This design comes from an exercise in tuning for small area and a short achievable clock period on the open sky130 flow, not from production work.
Function was checked by simulation only, so behaviour that the tests miss may differ from the original.

[design/flow/config.mk]
export PLATFORM = sky130hd
export DESIGN_NAME = srve_fc420
export DESIGN_NICKNAME = srve_fc420
export VERILOG_FILES = /design/flow/design.v
export SDC_FILE = /design/flow/constraint.sdc
export NUM_CORES = 4
export LEC_CHECK = 0
export CAP_MARGIN = 20
export CORE_MARGIN = 2
export CORE_UTILIZATION = 40
export SLEW_MARGIN = 20
[design/flow/run.sh]
#!/bin/bash
# synth_recipe.tcl (not shown) runs the flow's synth.tcl, then flattens the netlist and writes it again
# the make line also repeats each setting of config.mk as NAME=value (left out here)
make -C /OpenROAD-flow-scripts/flow DESIGN_CONFIG=/design/flow/config.mk WORK_HOME=/design/flow/orfs CLKGATE_MAP_FILE= SYNTH_SCRIPT=/design/flow/synth_recipe.tcl finish
[design/flow/constraint.sdc]
create_clock -name core_clock -period 10.0 [get_ports {clk}]
set_input_delay 2.0000 -clock core_clock [delete_from_list [all_inputs] [get_ports {clk}]]
set_output_delay 2.0000 -clock core_clock [all_outputs]
set_load 0.01 [all_outputs]
[design/flow/design.v]
module srve_fc420 (
    input  wire       clk,
    input  wire       rst,
    input  wire [6:0] cfg_w,
    input  wire       in_valid,
    input  wire [7:0] in_r,
    input  wire [7:0] in_g,
    input  wire [7:0] in_b,
    output reg        y_valid,
    output reg  [7:0] y_data,
    output reg        c_valid,
    output reg  [7:0] u_data,
    output reg  [7:0] v_data
);
    reg       v0, rq;
    reg [7:0] r0, g0, b0;
    reg [4:0] wlast;             
    always @(posedge clk) begin
        v0 <= in_valid & ~rst;
        rq <= rst;
        r0 <= in_r;
        g0 <= in_g;
        b0 <= in_b;
        if (rst) wlast <= cfg_w[5:1] - 5'd1;
    end
    reg [4:0] blk;
    reg       ph, odd;
    always @(posedge clk) begin
        if (rq) begin
            blk <= 5'd0;
            ph  <= 1'b0;
            odd <= 1'b0;
        end else if (v0) begin
            ph <= ~ph;
            if (ph) begin
                if (blk == wlast) begin
                    blk <= 5'd0;
                    odd <= ~odd;
                end else begin
                    blk <= blk + 5'd1;
                end
            end
        end
    end
    wire [17:0] ys = ({10'd0, r0} << 8) + ({10'd0, r0} << 6) - ({10'd0, r0} << 4)
                   - ({10'd0, r0} << 2) - {10'd0, r0}
                   + ({10'd0, g0} << 9) + ({10'd0, g0} << 6) + ({10'd0, g0} << 4)
                   - ({10'd0, g0} << 2) - {10'd0, g0}
                   + ({10'd0, b0} << 7) - ({10'd0, b0} << 4) + ({10'd0, b0} << 1);
    reg        yv1;
    reg [14:0] yt1;              
    always @(posedge clk) begin
        yv1 <= v0 & ~rq;
        yt1 <= ys[17:3];
    end
    wire [35:0] yp = ({21'd0, yt1} << 14) + ({21'd0, yt1} << 9) - ({21'd0, yt1} << 7)
                   + ({21'd0, yt1} << 3) + {21'd0, yt1} + 36'd8192;
    always @(posedge clk) begin
        y_valid <= yv1 & ~rq & ~rst;
        y_data  <= yp[28:21];
    end
    reg [7:0] pr, pg, pb;        
    always @(posedge clk)
        if (v0 && !ph) begin
            pr <= r0;
            pg <= g0;
            pb <= b0;
        end
    reg        cv1, codd1;
    reg [4:0]  cblk1;
    reg [8:0]  sr1, sg1, sb1;    
    always @(posedge clk) begin
        cv1   <= v0 & ph & ~rq;
        codd1 <= odd;
        cblk1 <= blk;
        sr1   <= {1'b0, pr} + {1'b0, r0};
        sg1   <= {1'b0, pg} + {1'b0, g0};
        sb1   <= {1'b0, pb} + {1'b0, b0};
    end
    reg  [26:0] line [0:31];
    wire [26:0] top = line[cblk1];
    always @(posedge clk)
        if (cv1 && !codd1) line[cblk1] <= {sr1, sg1, sb1};
    reg        cv2;
    reg [9:0]  R2, G2, B2;       
    always @(posedge clk) begin
        cv2 <= cv1 & codd1 & ~rq;
        R2  <= {1'b0, top[26:18]} + {1'b0, sr1};
        G2  <= {1'b0, top[17:9]}  + {1'b0, sg1};
        B2  <= {1'b0, top[8:0]}   + {1'b0, sb1};
    end
    wire [9:0]  nR = ~R2, nG = ~G2, nB = ~B2;
    wire [19:0] nu = ({10'd0, nR} << 7) + ({10'd0, nR} << 5) + ({10'd0, nR} << 3) + {10'd0, nR}
                   + ({10'd0, nG} << 8) + ({10'd0, nG} << 6) + ({10'd0, nG} << 4)
                   - ({10'd0, nG} << 2) - {10'd0, nG}
                   + ({10'd0, B2} << 9) - ({10'd0, B2} << 6) + {10'd0, B2} + 20'd500;
    wire [23:0] nv = ({14'd0, R2} << 12) + ({14'd0, R2} << 10) - ({14'd0, R2} << 7)
                   - ({14'd0, R2} << 1)
                   + ({14'd0, nG} << 12) + ({14'd0, nG} << 6) + ({14'd0, nG} << 4)
                   + ({14'd0, nG} << 2)
                   + ({14'd0, nB} << 10) - ({14'd0, nB} << 8) + ({14'd0, nB} << 6)
                   - ({14'd0, nB} << 4) - ({14'd0, nB} << 2) + {14'd0, nB} + 24'd12161;
    reg        cv3;
    reg [14:0] tu3;              
    reg [17:0] tv3;              
    always @(posedge clk) begin
        cv3 <= cv2 & ~rq;
        tu3 <= nu[19:5];
        tv3 <= nv[23:6];
    end
    wire [35:0] up = ({21'd0, tu3} << 14) + ({21'd0, tu3} << 9) - ({21'd0, tu3} << 7)
                   + ({21'd0, tu3} << 3) + {21'd0, tu3} + 36'd8192;
    wire [41:0] vp = ({24'd0, tv3} << 16) - ({24'd0, tv3} << 14) + ({24'd0, tv3} << 12)
                   + ({24'd0, tv3} << 9) - ({24'd0, tv3} << 6) - ({24'd0, tv3} << 3)
                   - {24'd0, tv3} + 42'd32768;
    always @(posedge clk) begin
        c_valid <= cv3 & ~rq & ~rst;
        u_data  <= up[28:21];
        v_data  <= vp[32:25];
    end
endmodule
==> reports/metrics.yaml <==
synth.distinct_cells: 67
clk_path_buf_depth: 3
drt-total-wl_mm: 126
ys_ff_latch: 1067
path_clk_slew_ps: 60
cts_tree: "done"
drt_iter0_markers: 2221
numCtsBuffers: 113
use_met3_pct: 2.63
period_share_pct: 54.5
maxCapViolCount: 0
start_util_pct: 40.1
avgRoutedWirePerCell_um: 21.5
grt_usage_pct: 17.7
layout_common_cells: "edfxtp_1, inv_1, ha_1"
crit_required_ps: 10610
crit_type: "reg -> reg"
hold_slack_ps: 363
io_buffers: 57
async_reset_ff_share_pct: 0
critPathLaunchType: "register"
nFillCells: 12400
drc_errors: 0
ff_latch_area_um2: 30300
firstDrtPassIters: 5
min_period_ps: 5450
grt_start_max_net_pins: 142
ctsHtreeMaxLevel: 3
setup_ws_ps: 4550
antenna_found_initial: 1
max_slew.worst_pin.slew_ps: 1120
end_kind: "register"
outcome: "finished clean"
setup_viol: 0
tns_ps: 0
relSlewSlack_pct: 25.1
cp_max_fo: 6
slew_violations: 0
hold_class: "reg -> reg"
syn-cell-area_um2: 56600
place_congestion: 0.834
syn_nets: 4594
grt_pass1_wl_mm: 193
synth_ff_type: "edfxtp_1"
nets: 4752
netlist_instances: 3717
cts_resized: 0
io_pins: 60
dpl.hpwl_mm: 80.4
clock_skew_ps: 81.8
die_x_um: 380
use_met1_pct: 23.4
synth_area_per_cell_um2: 15.2
clock_latency_ps: 750
syn2layout_area_growth_pct: 12.7
hold_violations: 0
dp.cells: 5649
drive_gt1_share_pct: 13.0
cts_sinks: 1067
met2_usage_pct: 30.7
num_rows: 138
core_area_um2: 141000
hold_buffers: 0
via_per_inst: 5.12
overflow: 0
final_common_cell: "edfxtp_1"
die_h_um: 380
rsz0062_at_grt: "no"
max_freq_mhz: 184
multiInputGateArea_um2: 23500
die-area_um2: 145000
ys_warn_count: 1
drtAntennaViolNets: 0
synth_edf_count: 893
stdcell_count: 5862
post-place-ws_ps: 4580
post_cts_buffers: 0
grt_pass1_vias: 31500
grt_busiest_layer: "met2"
clock-root-buffer: "clkbuf_16"
critical_path_arrival_ps: 6060
seq_area_frac_synth_pct: 53.5
via_count: 30000
-- synthesized netlist by cell type, drive strengths merged (13+ instances only) --
master / count / share of area [%]
edfxtp: 893 / 47
inv: 725 / 4.8
a22o: 13 / 0.20
a22oi: 96 / 1.3
nand2: 49 / 0.32
xnor2: 83 / 1.3
nor2: 94 / 0.62
clkbuf: 48 / 0.32
nand3: 20 / 0.18
ha: 469 / 10
a21oi: 98 / 0.89
mux4: 216 / 8.6
dfxtp: 174 / 6.2
fa: 374 / 13
nand4: 33 / 0.36
a21o: 36 / 0.48
nor2b: 15 / 0.17
o21ai: 45 / 0.40
buf: 31 / 0.26
xor2: 39 / 0.60
nor3: 19 / 0.17
-- cell type report --
type                    count  area share, %
flip-flops and latches   1067           47.5
clock buffers             149           4.71
clock inverters            62           1.22
inverters                 725           4.26
repair buffers            122           1.70
multi-input cells        1846           36.9
well taps                1890           3.71
diodes                      1        0.00392
-- layer usage --
layer  wire (um)  up-vias
met3        6600      177
met5           0        -
met4        2750        0
li1            -    13600
met2       63700      730
met1       53000    15500
-- worst max-delay path: stages (launching register included) --
cell,delay (ps)
dfxtp_1,550
inv_1,290
fa_1,560
inv_1,50
fa_1,500
inv_1,70
fa_1,480
fa_1,490
inv_1,50
fa_1,470
inv_1,40
ha_1,320
or2_1,240
a21oi_1,190
a31oi_1,110
a221o_1,440
or4_1,420
nand4_1,110
-- final timing paths --
path | start | end | slack [ps] | cells past startpoint
worst max-delay path | G2[4] | tv3[12] | 4550 | 17
worst min-delay path | odd | codd1 | 360 | 0
worst min register to register | odd | codd1 | 360 | 0
worst max register to register | G2[4] | tv3[12] | 4550 | 17
-- through the flow --
| step | utilization [%] | instance area [um^2] |
|---|---|---|
| 5_1_grt | 45.2 | 63800 |
| 4_1_cts | 45.2 | 63800 |
| 3_5_place_dp | 42.5 | 60000 |
| 2_1_floorplan | - | 56600 |
| 6_report | 45.2 | 63800 |
| 3_3_place_gp | 42.5 | 60000 |
-- logic make-up (layout without fill, tap and decap cells) --
family	Yosys count	after routing	share of synthesized area [%]
flip-flops	1067	1067	53.5
adder cells (fa/ha/maj)	843	843	23.6
buffers and inverters	804	1058	5.38
AO/OA/AOI/OAI	363	363	4.33
AND/OR/NAND/NOR	302	302	2.72
multiplexers	216	216	8.59
XOR/XNOR	122	122	1.89
other	0	1	0
-- sequential cells by signal (all words and copies together) (netlist names), 5 cells and up --
register / count
line: 864
b0: 8
wlast: 5
g0: 8
sb1: 9
pg: 8
r0: 8
R2: 10
pb: 8
yt1: 15
y_data: 8
tv3: 18
cblk1: 5
blk: 5
u_data: 8
sg1: 9
v_data: 8
B2: 10
pr: 8
tu3: 15
G2: 10
sr1: 9

-- port drivers added, routing unchanged --
No port has a modelled driver above. Below, the same layout with a new extraction and two added sets of constraints.
Step 1 sets driving cells, clkbuf_16 on the clock port and buf_2 on the other inputs (assumed; they add their load-dependent delay and slew).
Step 2, shift: input delay + t, output delay - t, t = (earliest + latest rising clock arrival at the registers) / 2. This alone moves slack from input paths to output paths.
a / b / c = no drivers / after step 1 / after step 2; a / b = the first two.
shift t [ns]: 0.783
setup slack, ns: 4.551 / 4.551 / 4.551
hold slack, ns: 0.363 / 0.363 / 0.363
latest minus earliest clock arrival (ns): 0.081 / 0.082
After both steps this run still meets setup and hold. The setup slack of this run moves by 0.000 ns with the drivers and by 0.000 ns with both steps.
